Source: an optimization exercise on an open RTL-to-GDS flow (aim: a short achievable clock period and few clock cycles per item). Production flows keep margins and buffers that such runs may drop.
Only simulation tests tie the RTL to the original design; equivalence was not proved.
Power figures rest on the tool's default switching activity, not on a simulated workload.

==> flow/design.v (excerpt) <==
module jbc_cc (
    input  wire        clk,
    input  wire        rst,
    input  wire        ev_valid,
    input  wire [31:0] ev_word,
    output wire        ev_ready,
    output reg         ev_done,
    output reg         heater,
    output reg         adc_start,
    output reg         enc_wr,
    output reg  [15:0] enc_wr_val,
    output reg  [15:0] rd_data
);
    localparam [1:0] M_ACTIVE = 2'd0, M_HOLDER = 2'd1, M_REMOVED = 2'd2, M_DISC = 2'd3;
    function f_zcm;  input [31:0] w; f_zcm  = (w[31:28] == 4'd1) && (w[27:15] == 13'd0); endfunction
    function f_zcd;  input [31:0] w; f_zcd  = (w == 32'h2000_0000); endfunction
    function f_tick; input [31:0] w; f_tick = (w == 32'h3000_0000); endfunction
    function f_rfr;  input [31:0] w; f_rfr  = (w[31:28] == 4'd4) && (w[27:18] == 10'd0); endfunction
    function f_wrg;  input [31:0] w; f_wrg  = (w[31:28] == 4'd5) && (w[27:20] == 8'd0); endfunction
    function f_rst;  input [31:0] w; f_rst  = (w == 32'h7000_0000); endfunction
    function drive;
        input       en;
        input [3:0] s;
        input [3:0] dq;
        begin
            drive = en && (s != 4'd0) && (s <= dq);
        end
    endfunction
    function [3:0] inc11;
        input [3:0] s;
        begin
            inc11 = (s == 4'd10) ? 4'd0 : s + 4'd1;
        end
    endfunction
    reg         ready_r;     
    reg  [1:0]  hcnt;        
    reg         p_r;         
    reg  [31:0] W;           
    reg         rst_r;       
    assign ev_ready = ready_r;
    wire accept = ev_valid & ready_r & ~rst;
    wire rel    = (hcnt == 2'd1);    
    reg  [3:0]  slot;
    reg  [3:0]  dq;              
    reg  [3:0]  dqf;             
    reg         out_en;
    reg  [1:0]  warmup;
    reg  [6:0]  qf;              
    reg  [4:0]  qa;              
    reg  [2:0]  qb;              
    reg  signed [11:0] err0;
    reg  signed [7:0]  integ;
    reg         tip_removed;
    reg         iron_disc;
    reg         iron_holder;
  ...
Size: ~12000 cells after synthesis, ~630 flip-flops, about 72 I/O pins, about 95000 um2 of cells after synthesis.
==> flow/config.mk <==
export PLATFORM = sky130hd
export DESIGN_NAME = jbc_cc
export DESIGN_NICKNAME = jbc_cc
export VERILOG_FILES = /design/flow/design.v
export SDC_FILE = /design/flow/constraint.sdc
export NUM_CORES = 4
export LEC_CHECK = 0
export CAP_MARGIN = 20
export CORE_MARGIN = 2
export CORE_UTILIZATION = 40
export SLEW_MARGIN = 20
export SYNTH_HIERARCHICAL = 1
export SYNTH_MINIMUM_KEEP_SIZE = 0
==> flow/constraint.sdc <==
create_clock -name core_clock -period 48.0 [get_ports {clk}]
set_input_delay 9.6000 -clock core_clock [delete_from_list [all_inputs] [get_ports {clk}]]
set_output_delay 9.6000 -clock core_clock [all_outputs]
set_load 0.01 [all_outputs]
standard.sh (not shown) runs the stock make flow with config.mk's settings and CLKGATE_MAP_FILE= SYNTH_SCRIPT=/design/flow/synth_recipe.tcl, a recipe that flattens the netlist after the stock synthesis.
==> flow/flow/run.sh <==
#!/bin/bash
# Standard ORFS layout (the standard.sh), with the timing repair steps asked to
# leave setup slack of SETUP_MARGIN ns at the design's own clock period and SDC.
set -euo pipefail
MARGIN=$(cat flow/margin.txt)
bash standard.sh synth > log_synth.txt 2>&1
bash standard.sh SETUP_SLACK_MARGIN=$MARGIN finish > log_layout.txt 2>&1
==> flow/flow/margin.txt <==
37.4
Testbench counts at the start, summed over its fixed seeds: cycles 806,901, items 800,000.
Next try:
--- a/flow/design.v
+++ b/flow/design.v
@@ -432,37 +432,18 @@
     reg  [5:0]  r1;
     integer kr, ir;
     always @(*) begin
         for (kr = 0; kr < 6; kr = kr + 1) begin
             r1[kr] = 1'b0;
             for (ir = 0; ir * (2 << kr) + (1 << kr) <= 63; ir = ir + 1)
                 r1[kr] = r1[kr] | (rge[ir * (2 << kr) + (1 << kr)] & ~rge[(ir + 1) * (2 << kr)]);
         end
     end
-    reg  [3:0] e_cnt;
-    reg  [6:0] e_res;
-    wire [3:0] e_bit  = 4'd8 - e_cnt;
-    wire [6:0] e_cand = e_res | (7'd1 << e_bit[2:0]);
-    wire [6:0] e_rm   = e_cand - 7'd1;
-    wire [5:0] e_r    = e_rm[5:0];
-    wire [25:0] e_p5  = pc_K5 * e_r;
-    wire [25:0] e_pm  = pc_KM * e_r;
-    wire [8:0]  e_r5  = e_r * 9'd5;
-    wire [11:0] e_r50 = e_r * 12'd50;
-    wire signed [29:0] e_dh = pc_AH - $signed({4'd0, e_p5});
-    wire signed [29:0] e_dl = pc_AL - $signed({4'd0, e_p5});
-    wire signed [29:0] e_dm = pc_AM - $signed({4'd0, e_pm});
-    wire e_t1 = ($signed({3'd0, e_r5}) <= pc_HI) ? (e_dh >= 30'sd1000) :
-                ($signed({3'd0, e_r5}) >  pc_LO) ? (e_dl >= 30'sd1000) : (e_dm >= 30'sd1000);
-    wire e_g  = e_t1 & ~($signed({2'd0, e_r50}) > pc_RW);
-    wire e_ok = (e_cnt == 4'd9);
-    wire [64:0] rge_x = {rge, 1'b1};
-    wire fwd1 = ~acq_fail & ~z_disc & (warmup == 2'd3) & ~rge_x[e_res];
     wire [25:0] p5_1 = pc_K5 * r1;
     wire [25:0] pm_1 = pc_KM * r1;
     wire [8:0]  r5     = s2_r * 9'd5;
     wire        is_hi  = $signed({3'd0, r5}) <= pc_HI;
     wire        is_lo  = $signed({3'd0, r5}) >  pc_LO;
     reg  [10:1] t_h, t_l, t_m, t_sel;
     reg  signed [29:0] dh, dl, dm;
     integer jt;
     always @(*) begin
@@ -611,19 +592,19 @@
     end
     wire [3:0] s1 = inc11(slot);
     wire [3:0] s2 = inc11(s1);
     wire d0 = drive(out_en, slot, dq);
     wire d1 = drive(out_en, s1, dq);
     wire d2 = drive(out_en, s2, dq);
     wire w_step = p_r & w_zcd;
     wire en2    = ~s2_disc & warm & ~runaway_new;
     wire pin_a  = ~rst_any & (w_eval ? 1'b0 : s2_v ? (w_step & en2 & t_sel[1]) : w_step ? d1 : d0);
-    wire pin_b  = ~rst_any & (w_eval ? fwd1 : s2_v ? (en2 & (w_step ? t_sel[2] : t_sel[1])) : w_step ? d2 : d1);
+    wire pin_b  = ~rst_any & (s2_v ? (en2 & (w_step ? t_sel[2] : t_sel[1])) : w_step ? d2 : d1);
     wire n_slot0 = (n_slot == 4'd0);
     wire gain_chg = ((W[19:16] == 4'd0) & (W[15:0] != kp100)) |
                     ((W[19:16] == 4'd1) & (W[15:0] != ki100)) |
                     ((W[19:16] == 4'd2) & (W[15:0] != kd100));
     wire stale = rst_any | s2_v | (p_r & ((w_rfr & (n_sp != setpoint)) | w_eval | (w_wrg & gain_chg)));
     wire [15:0] f_status = {3'd0, (n_hold != 3'd0), n_mode, f_warmup,
                             n_phase, 1'b0, f_runaway, f_holder, f_disc,
                             f_tip, f_en, heater};
     wire [15:0] view [0:15];
@@ -643,19 +624,19 @@
     assign view[13] = {13'd0, n_hold};
     assign view[14] = n_ms[15:0];
     assign view[15] = n_ms[31:16];
     wire i_zcm, i_zcd, i_rfr, i_rdv, i_rst, i_enc;
     jbc_dec dec (.w(ev_word), .zcm(i_zcm), .zcd(i_zcd), .rfr(i_rfr), .rdv(i_rdv), .rst(i_rst), .enc(i_enc));
     wire s1_now    = w_eval;
     wire zcm_stale = n_slot0 & stale;
     wire zcm_hold  = s1_now | zcm_stale;
     wire z_a = zcm_hold ? heater : (n_slot0 ? 1'b0 : pin_a);
-    wire zcd_hold = s1_now & ~e_ok;
+    wire zcd_hold = s1_now;
     wire z_b = zcd_hold ? heater : pin_b;
     wire h_heater = w_rst ? 1'b0 : w_zcm ? ((slot == 4'd0) ? 1'b0 : pin_a) : w_zcd ? pin_b : heater;
     wire h_adc    = w_zcm & (slot == 4'd0);
     wire h_enc    = w_rfr & (W[15] | (W[14:0] > 15'd4500));
     wire       d_ready, d_p, d_done, d_heater, d_adc, d_enc;
     wire [1:0] d_hcnt;
     jbc_ctl ctl (
         .ev_valid(ev_valid), .rst(rst),
         .i_zcm(i_zcm), .i_zcd(i_zcd), .i_rfr(i_rfr), .i_rdv(i_rdv), .i_rst(i_rst), .i_enc(i_enc),
@@ -682,26 +663,18 @@
         heater  <= d_heater;
         if (rst)
             s2_v <= 1'b0;
         else
             s2_v <= w_eval & ~acq_fail & ~rst_r;
         if (hcnt == 2'd0)
             W <= ev_word;
         s2_r    <= r1;
         s2_p5   <= p5_1;
-        if (rst | stale)
-            e_cnt <= 4'd0;
-        else if (!e_ok)
-            e_cnt <= e_cnt + 4'd1;
-        if (e_cnt < 4'd2)
-            e_res <= 7'd0;
-        else if (!e_ok && (e_cand <= 7'd64) && e_g)
-            e_res <= e_cand;
         s2_pm   <= pm_1;
         s2_disc <= z_disc;
         adc_start  <= d_adc;
         enc_wr     <= d_enc;
         enc_wr_val <= (rel ? W[15] : ev_word[15]) ? 16'd0 : 16'd4500;
         rd_data    <= d_rd;
         slot <= n_slot; dq <= n_dq; dqf <= n_dqf; out_en <= n_en; warmup <= n_warmup;
         qf <= n_qf; qa <= n_qa; qb <= n_qb; err0 <= n_err0; integ <= n_integ;
         tip_removed <= n_tip; iron_disc <= n_disc; iron_holder <= n_holder;
- design area fell by 13%
- synthesized area decreases by 13%
- routed wire length went down by 13%
- via count went down by 13%
- die area shrinks by 13%
- count of clock-buffer cells in the layout is unchanged
- critical path depth is unchanged
- core utilization barely changes
- hold slack gets worse by 8.3 ps
- setup slack gets better by 27 ps
- power is lower by 19%
- non-clock buffer count shrinks by 27
- cell count is lower by 14%
- global-route usage went up by 0.26 points
Testbench counts after the change, summed over its fixed seeds: cycles 813,137, items 800,000.

==> port drivers added, routing unchanged <==
Ports are ideal in the flow. The routed layouts listed here were re-timed in OpenROAD. Step 1 sets driving cells, clkbuf_16 on the clock port and buf_2 on the other inputs (assumed; they add their load-dependent delay and slew). Step 2 times the ports against the registers' clock, not the clock port: input delays grow and output delays shrink by t, the midpoint of the rising clock arrivals with the driver on. Three values: ideal ports, drivers, drivers and shift; two values: the first two.
run | t (ns) | setup slack, ns | worst slew at a driven data input, ns
the first run | 0.818 | 37.171 / 37.078 / 36.634 | 0.06
the second run | 0.791 | 37.197 / 37.103 / 36.555 | 0.05
After both steps setup and hold are still met in every run listed. The setup slack of the second run, which loses most, moves by -0.094 ns with the drivers and by -0.642 ns with both steps.
